This design comes from an exercise in tuning for small area, a short achievable clock period and few clock cycles on the open sky130 flow, not from production work. At most, simulation tests tie the RTL to the original design; equivalence was not proved. Power figures rest on the tool's default switching activity, not on a simulated workload.

==> run E <==
Design sfla, start of the top module:
module sfla (
    input  wire       clk,
    input  wire       rst,         
    input  wire       cmd_valid,
    output wire       cmd_ready,
    input  wire [7:0] cmd_data,
    input  wire       cmd_last,
    output wire       rsp_valid,
    input  wire       rsp_ready,
    output wire [7:0] rsp_data,
    output wire       rsp_last
);
    localparam [2:0] ST_OK = 3'd0, ST_INVALID_BANK = 3'd1, ST_UNSUP_BANK = 3'd2,
                     ST_UNKNOWN_NAME = 3'd3, ST_NULL_INPUT = 3'd4,
                     ST_MASK_SHORT = 3'd5, ST_NO_FILTER = 3'd6, ST_ILLEGAL = 3'd7;
    localparam [2:0] T_STATUS = 3'd0, T_MATCH = 3'd1, T_FREAD = 3'd2, T_AREAD = 3'd3,
                     T_APPLY = 3'd4, T_LFMT = 3'd5, T_UNK = 3'd6;
    localparam QD = 6;             
    localparam QB = 3;             
    integer i;
    function [7:0] pchar(input [2:0] s, input [2:0] q);
        reg [8*7-1:0] t;
        begin
            case (s)
  ...
Settings: LEC_CHECK=0, CAP_MARGIN=20, CORE_MARGIN=2, CORE_UTILIZATION=50, CTS_CLUSTER_DIAMETER=70, CTS_CLUSTER_SIZE=25, SLEW_MARGIN=20; clock period 10.0 ns.
standard.sh (not shown) runs the stock make flow with config.mk's settings and CLKGATE_MAP_FILE= SYNTH_SCRIPT=/design/flow/synth_recipe.tcl, a recipe that flattens the netlist after the stock synthesis.
==> flow/flow/run.sh <==
#!/bin/bash
# Standard ORFS layout, with repair_timing aiming well past the clock period
# (a larger setup slack margin); the clock and constraints are unchanged.
set -euo pipefail
bash standard.sh SETUP_SLACK_MARGIN=6.5 finish > orfs_make.log 2>&1
==> run H (differences from run E) <==
==> flow/flow/run.sh (replaced) <==
#!/bin/bash
# Standard ORFS layout, with repair_timing aiming well past the clock period
# (a larger setup slack margin); the clock and constraints are unchanged.
set -euo pipefail
bash standard.sh SETUP_SLACK_MARGIN=6 finish > orfs_make.log 2>&1
==> run B (differences from run E) <==
--- a/flow/design.v
+++ b/flow/design.v
@@ -146,17 +146,18 @@
             sk_d <= cmd_data;
             sk_l <= cmd_last;
         end
     end
     reg  [7:0]  fmh [0:6];
     reg  [7:0]  fmm [0:31];
     reg         f_valid;
     reg  [5:0]  f_rl;                  
-    reg  [9:0]  d_U0, d_V0;
+    reg  [9:0]  d_U0;
+    reg  [7:0]  d_m8U, d_m8V;          
     reg  [2:0]  d_ur, d_vr;
     reg         d_nz;
     reg         d_end0;                
     reg  [15:0] a_mask, a_act;
     reg  [8*84-1:0] ring;
     reg  [6:0]  ph;
     wire [7:0]  ring_tap = ring[8*84-1 -: 8];
     wire [6:0]  ph_n = (ph == 7'd83) ? 7'd0 : ph + 7'd1;
@@ -179,26 +180,25 @@
     reg  [2:0]  dsid, dq, dfield;
     reg  [7:0]  dexp;                  
     reg         dlast;                 
     reg         dperm;
     reg         perr;
     reg  [4:0]  pm;
     reg  [9:0]  pa;
     reg  [7:0]  mA, mB;
-    reg  [9:0]  mU, mV;
+    reg  [7:0]  mU, mV;
     reg         uge0, um1, vge1, v0, v1;    
     reg         d_uge0, d_um1, d_vge1, d_v0, d_v1;
     reg  [4:0]  midx;
     reg  [1:0]  hv;                    
     reg  [7:0]  h0, h1;                
     reg  [4:0]  d_U0p1;
     reg         mism;
-    reg  [2:0]  qt [0:QD-1];
-    reg  [2:0]  qd [0:QD-1];
+    reg  [3:0]  qq [0:QD-1];
     reg  [QB-1:0] qw, qr;
     reg  [QB:0] qn;
     reg         q_full, q_any;
     reg  [QB:0] n_fr, n_unk, n_a, n_ap;
     reg         ov, ol;
     reg  [7:0]  od;
     reg         cm;
     reg  [2:0]  ct, cd;
@@ -222,24 +222,24 @@
     wire is_lclr   = p0 ? in_lclr   : o_lclr;
     wire is_lacc   = p0 ? in_lacc   : o_lacc;
     wire is_lget   = p0 ? in_lget   : o_lget;
     wire is_lparse = p0 ? in_lparse : o_lparse;
     wire is_lfmt   = p0 ? in_lfmt   : o_lfmt;
     wire f_bank_epc = (fmh[0][1:0] == 2'd1);
     wire f_inv      = fmh[0][2];
     wire        fread_act = cm && c_fr;
-    wire        sel_fa    = fread_act || (o_fload && !p0) || restoring;
-    wire        e_epc     = in_v && o_match && !p0 && ple62;
+    reg         sel_fa;
+    wire        e_epc     = in_v && o_match && ple62;
     wire [4:0]  midx_sel  = (hv == 2'd2) ? midx : (hv == 2'd0) ? d_U0[4:0] : d_U0p1;
     wire [5:0]  paddr     = sel_fa ? fa : {1'b1, midx_sel};
     wire [7:0]  port      = paddr[5] ? fmm[paddr[4:0]] : fmh[paddr[2:0]];
     wire fl_ok_cur = p1 ? in_flok : fl_ok;
-    wire rn_fl = o_fload && !p0 && ple39 && fl_ok_cur;
-    wire rn_lp = o_lparse && !p0 && ple84 && !in_comma && !perr;
+    wire rn_fl = o_fload && ple39 && fl_ok_cur;
+    wire rn_lp = o_lparse && ple84 && !in_comma && !perr;
     wire ring_need = in_v && !written && (rn_fl || rn_lp);
     wire ring_ok   = rs_any || slot_hit;
     wire rw        = ring_need && ring_ok;
     wire [7:0] rwd = o_fload ? port : in_d;
     wire [7:0] uc = in_uc;
     reg  [2:0] n_dm, n_dsid, n_dq, n_dfield;
     reg        n_dperm;
     always @(*) begin
@@ -288,21 +288,22 @@
     reg [9:0] f_pa;
     always @(*) begin
         f_pm = pm;
         f_pa = pa;
         f_pm[dfield] = 1'b1;
         f_pa[2*dfield +: 2] = {dsid != 3'd6, dperm};
     end
     wire [15:0] mwin = p1 ? {h0, h1} : {mA, mB};
+    wire [15:0] mshl = mwin << d_ur;
     reg  [7:0]  mvalid, mbit;
     integer b;
     always @(*) begin
         for (b = 0; b < 8; b = b + 1) begin
-            mbit[b]   = mwin[15 - (d_ur + b)];
+            mbit[b]   = mshl[15 - b];
             mvalid[b] = (uge0 || (um1 && ({1'b0, d_ur} + b >= 8))) &&
                         (vge1 || (v0 && b < d_vr));
         end
     end
     wire [7:0] erev = {in_d[0], in_d[1], in_d[2], in_d[3], in_d[4], in_d[5], in_d[6], in_d[7]};
     wire       mism_byte = |(mvalid & (erev ^ mbit));
     wire       end_ok_e  = !d_nz || !vge1 || (v1 && d_vr == 3'd0);
     wire       m_r       = p0 ? (d_end0 ^ f_inv)
@@ -339,18 +340,19 @@
             else if (p0)                              c_st = ST_NULL_INPUT;
             else if (perr || !lp_tok_acc) begin c_st = ST_UNKNOWN_NAME; c_t = T_UNK; end
             else                                      c_t  = T_APPLY;
         end else if (is_lfmt) begin
             if (!p0) c_st = ST_ILLEGAL; else c_t = T_LFMT;
         end else
             c_st = ST_ILLEGAL;
     end
-    wire [2:0] c_d = (c_t == T_MATCH) ? {2'b00, m_r} : c_st;
-    wire c_modA = (p0 && in_lclr) || (!p0 && o_lacc && p4);
+    wire [3:0] c_q = (c_t == T_STATUS) ? {1'b0, c_st} :
+                     (c_t == T_MATCH)  ? {1'b1, m_r ? 3'd7 : 3'd1} : {1'b1, c_t};
+    wire c_modA = (p0 && in_lclr) || (o_lacc && p4);
     wire stall =
         (p0 && in_fload  && (busy_fread || busy_unk)) ||
         (p0 && in_lparse && (pend_apply || busy_unk)) ||
         (ring_need && !ring_ok) ||
         (e_epc && (busy_fread || (p1 && hv != 2'd2))) ||
         (in_l && (q_full || (c_modA && busy_a))) ||
         restoring || fresh;
     assign consume = in_v && !stall;
@@ -406,47 +408,56 @@
     end
     wire [7:0] nb = ({8{c_mt}} & {7'd0, cd[0]}) |
                     ({8{c_fr}} & frb) |
                     ({8{c_ar}} & abyte) |
                     ({8{c_lf}} & fmt_c) |
                     ({8{c_uk}} & ring_tap);
     wire       nl = c_mt | (c_fr & (ci[5:0] == f_rl)) | (c_ar & ci[2]) |
                     (c_lf & fmt_end) | (c_uk & (ci == tl));
-    wire [2:0] ht = qt[qr];
-    wire [2:0] hd = qd[qr];
+    wire [3:0] hq = qq[qr];
+    wire [2:0] ht = !hq[3] ? T_STATUS : (hq[2:0] == 3'd7) ? T_MATCH : hq[2:0];
+    wire [2:0] hd = !hq[3] ? hq[2:0] : {2'b00, hq[2:0] == 3'd7};
     wire       unk_wait = c_uk && ph != rsl;
     wire       pop = load && !cm && q_any;
     wire       adv = load && cm && !unk_wait;
     wire       do_apply = pop && ht == T_APPLY;
+    wire nx_o_fload   = consume ? (!in_l && (p0 ? in_fload : o_fload)) : o_fload;
+    wire nx_restoring = (commit && fl_fail_restore) ||
+                        (restoring && !(ph == rsl && anext(ra) == fa));
+    wire nx_fread_act = (pop && ht == T_FREAD) || (fread_act && !(adv && nl));
+    always @(posedge clk)
+        sel_fa <= !rs && ((!rst && nx_fread_act) || nx_o_fload || nx_restoring);
     wire [31:0] fP = {fmh[1], fmh[2], fmh[3], fmh[4]};
     wire [15:0] fN = {fmh[5], fmh[6]};
     wire [11:0] du  = 12'd32 - {1'b0, fP[10:0]};
     wire [12:0] dv  = {4'd0, fN[8:0]} + {2'd0, fP[10:0]} - 13'd32;
     wire [9:0]  nU0 = (|fP[31:11]) ? 10'h300 : {{1{du[11]}}, du[11:3]};
     wire [9:0]  nV0 = ((|fP[31:11]) || (|fN[15:9])) ? 10'd511 : dv[12:3];
     always @(posedge clk) begin
         d_U0   <= nU0;
         d_U0p1 <= nU0[4:0] + 5'd1;
         d_ur   <= du[2:0];
-        d_V0   <= nV0;
+        d_m8U  <= (nU0[9] && nU0[8:7] != 2'b11) ? 8'h80 : nU0[7:0];
+        d_m8V  <= (!nV0[9] && nV0[8:7] != 2'b00) ? 8'h7F : nV0[7:0];
         d_vr   <= dv[2:0];
         d_nz   <= (fN != 16'd0);
         d_end0 <= (fN == 16'd0) || nV0[9] || (nV0 == 10'd0 && dv[2:0] == 3'd0);
         d_uge0 <= !nU0[9];
         d_um1  <= nU0 == 10'h3FF;
         d_vge1 <= !nV0[9] && nV0 != 10'd0;
         d_v0   <= nV0 == 10'd0;
         d_v1   <= nV0 == 10'd1;
         ring <= {ring[8*83-1:0], rw ? rwd : ring_tap};
         ph   <= rs ? 7'd0 : ph_n;
     end
     always @(posedge clk) begin
         if (rs) begin
             pos       <= 7'd0;
+            {o_fload, o_fread, o_match, o_lclr, o_lacc, o_lget, o_lparse, o_lfmt} <= 8'd0;
             p0        <= 1'b1;
             p1        <= 1'b0;
             p4        <= 1'b0;
             p7        <= 1'b0;
             plt7      <= 1'b1;
             ple39     <= 1'b1;
             ple62     <= 1'b1;
             ple84     <= 1'b1;
@@ -466,16 +477,25 @@
                     tl <= 7'd1;
                 end else
                     tl <= tl + 7'd1;
                 rs_next <= ph_n;
                 rs_any  <= 1'b0;
             end
             if (consume) begin
                 if (in_l) begin
+                    {o_fload, o_fread, o_match, o_lclr, o_lacc, o_lget, o_lparse, o_lfmt} <= 8'd0;
+                end else if (p0) begin
+                    o_fload  <= in_fload;  o_fread <= in_fread; o_match <= in_match;
+                    o_lclr   <= in_lclr;   o_lacc  <= in_lacc;  o_lget  <= in_lget;
+                    o_lparse <= in_lparse; o_lfmt  <= in_lfmt;
+                end
+            end
+            if (consume) begin
+                if (in_l) begin
                     pos   <= 7'd0;
                     p0    <= 1'b1;
                     p1    <= 1'b0;
                     p4    <= 1'b0;
                     p7    <= 1'b0;
                     plt7  <= 1'b1;
                     ple39 <= 1'b1;
                     ple62 <= 1'b1;
@@ -488,32 +508,29 @@
                     p7    <= pos == 7'd6;
                     plt7  <= pos < 7'd6;
                     ple39 <= pos < 7'd39;
                     ple62 <= pos < 7'd62;
                     ple84 <= pos < 7'd84;
                 end
             end
             if (consume && p0) begin
-                o_fload  <= in_fload;  o_fread <= in_fread; o_match <= in_match;
-                o_lclr   <= in_lclr;   o_lacc  <= in_lacc;  o_lget  <= in_lget;
-                o_lparse <= in_lparse; o_lfmt  <= in_lfmt;
                 if (in_lparse || in_fload) begin
                     rs_any <= 1'b1;
                     tl     <= 7'd0;
                 end
                 if (in_lparse) begin
                     dm   <= 3'd0;
                     perr <= 1'b0;
                     pm   <= 5'd0;
                     pa   <= 10'd0;
                 end
                 mism     <= 1'b0;
-                mU       <= d_U0;
-                mV       <= d_V0;
+                mU       <= d_m8U;
+                mV       <= d_m8V;
                 uge0     <= d_uge0;
                 um1      <= d_um1;
                 vge1     <= d_vge1;
                 v0       <= d_v0;
                 v1       <= d_v1;
                 midx     <= d_U0[4:0] + 5'd2;
             end
             if (in_v && o_fload && p1) begin
@@ -523,17 +540,17 @@
             end
             if (in_v && o_fload && p7) begin
                 fl_big <= nfull > 16'd256;
                 fl_req <= ({1'b0, fmh[5][0], in_d} + 10'd7) >> 3;
             end
             if (in_v && o_lacc && p1)        hb1 <= in_d;
             if (in_v && o_lacc && pos == 7'd2) hb2 <= in_d;
             if (in_v && o_lacc && pos == 7'd3) hb3 <= in_d;
-            if (consume && o_lparse && !p0 && ple84 && !perr) begin
+            if (consume && o_lparse && ple84 && !perr) begin
                 if (in_comma) begin
                     if (dm == 3'd4) begin
                         pm     <= f_pm;
                         pa     <= f_pa;
                         dm     <= 3'd0;
                         rs_any <= 1'b1;
                         tl     <= 7'd0;
                     end else
@@ -541,23 +558,23 @@
                 end else begin
                     dm <= n_dm; dsid <= n_dsid; dq <= n_dq; dfield <= n_dfield; dperm <= n_dperm;
                     dexp  <= pchar(n_dsid, n_dq);
                     dlast <= n_dq == plast(n_dsid);
                 end
             end
             if (consume && e_epc) begin
                 mism <= mism | mism_byte;
-                mU   <= mU + 10'd1;
-                mV   <= mV - 10'd1;
+                mU   <= mU + 8'd1;
+                mV   <= mV - 8'd1;
                 uge0 <= uge0 | um1;
-                um1  <= mU == 10'h3FE;
+                um1  <= mU == 8'hFE;
                 vge1 <= vge1 & ~v1;
                 v0   <= v1;
-                v1   <= mV == 10'd2;
+                v1   <= mV == 8'd2;
             end
             if (consume && e_epc) begin
                 mA   <= p1 ? h1 : mB;
                 mB   <= port;
                 midx <= midx + 5'd1;
             end
             if (rw && o_fload && fa == {1'b1, d_U0[4:0]}) h0 <= in_d;
             if (rw && o_fload && fa == {1'b1, d_U0p1})    h1 <= in_d;
@@ -626,17 +643,17 @@
             a_mask <= {6'd0, {2{pm[0]}}, {2{pm[1]}}, {2{pm[2]}}, {2{pm[3]}}, {2{pm[4]}}};
             a_act  <= {6'd0, pa[1:0], pa[3:2], pa[5:4], pa[7:6], pa[9:8]};
         end
     end
     function [QB:0] cnt(input [QB:0] n, input up, input dn);
         cnt = (up && !dn) ? n + 1'b1 : (dn && !up) ? n - 1'b1 : n;
     endfunction
     wire taken_last = ov && ol && rsp_ready;
-    wire lp_body = !p0 && o_lparse && ple84;
+    wire lp_body = o_lparse && ple84;
     wire inc_fr  = p0 && in_fread && f_valid;
     wire inc_unk = lp_body && (perr || !lp_tok_acc);
     wire inc_ap  = lp_body && !perr && lp_tok_acc;
     wire inc_a   = p0 && (in_lget || in_lfmt);
     always @(posedge clk) begin
         if (rs) begin
             qw    <= {QB{1'b0}};
             qr    <= {QB{1'b0}};
@@ -644,18 +661,17 @@
             q_full <= 1'b0;
             q_any  <= 1'b0;
             n_fr  <= 0;
             n_unk <= 0;
             n_a   <= 0;
             n_ap  <= 0;
         end else begin
             if (commit) begin
-                qt[qw] <= c_t;
-                qd[qw] <= c_d;
+                qq[qw] <= c_q;
                 qw     <= qinc(qw);
             end
             if (pop) qr <= qinc(qr);
             if (commit && !pop) begin
                 qn     <= qn + 1'b1;
                 q_full <= qn == QD - 1;
                 q_any  <= 1'b1;
             end else if (pop && !commit) begin
==> qor summary <==
metric                                                                      run E                    run B                    run H
Met2 WL                                                                  63300 um                 54900 um                 61100 um
Number of global-route vias before repair                                   32400                    30400                    32100
Largest net degree at the start of global routing                              46                       55                       64
Part of the power in registers                                              54.4%                    53.9%                    55.0%
Multi-input gate share of total cell area                                   30.1%                    29.0%                    29.7%
Num rows                                                                      119                      117                      119
Violation count after the first detailed-route iteration                     4467                     3762                     4044
Critical path's largest stage delay                                       0.52 ns                  0.58 ns                  0.40 ns
Clock Power Share                                                           32.4%                    31.5%                    32.8%
DR vias                                                                     34800                    32800                    34000
Result of the run                                         complete, no violations  complete, no violations  complete, no violations
Switching power of the nets                                             0.00324 W                0.00312 W                0.00315 W
Length in cells of the worst reg-to-reg path                                   12                       18                       13
Flop-to-flop setup slack                                                  6.31 ns                  6.34 ns                  6.07 ns
FF+latch count                                                               1424                     1412                     1424
Final-layout fill cell count                                                 8539                     8364                     8697
Relative area change from synthesis to final layout                         14.0%                    14.2%                    10.5%
Endpoint, Worst Hold                                            ring[248]$_DFF_P_         ring[23]$_DFF_P_         ring[69]$_DFF_P_
Post-route standard cell area excluding fillers                        60200 um^2               58300 um^2               58300 um^2
Minimum clock period                                                      3.69 ns                  3.66 ns                  3.93 ns
Adder-cell share of the synthesized area                                    2.65%                    2.57%                    2.65%
Placed cell area                                                       54600 um^2               53000 um^2               54500 um^2
Total of clock buffers placed in the layout                                    95                       94                       94
Combinational Power Share                                                   13.1%                    14.6%                    12.2%
Non-CTS buffers                                                               229                      228                      137
Tcrit/Tclk final                                                            36.9%                    36.6%                    39.3%
Testbench counts of run E, summed over its fixed seeds: cycles 17,576.
Testbench counts of run H, summed over its fixed seeds: cycles 17,576.
No functional check of the RTL was part of run B.

## afterwards: timing with drivers on the ports
The results above use ideal ports. As a check the final layouts listed here were re-extracted and re-timed, cells and wires unchanged.
Step 1, drivers: a clkbuf_16 drives clk and a buf_2 each remaining input, both assumed.
Step 2 times the ports against the registers' clock, not the clock port: input delays grow and output delays shrink by t, the midpoint of the rising clock arrivals with the driver on.
Three values: ideal, step 1, step 2; two values: the first two.
run	t, ns	setup WS [ns]	worst setup path after step 2	worst data-port slew with drivers (ns)	pins driven straight from the clock port
run E	0.767	6.310 / 6.310 / 5.726	input to register	0.10	1
run H	0.766	6.072 / 6.067 / 5.365	input to register	0.06	1
run B	0.752	6.344 / 6.344 / 5.635	input to register	0.09	1
After both steps every run listed still meets setup and hold. For run B, which loses most, drivers alone change the setup slack by 0.000 ns; drivers and shift together by -0.709 ns.
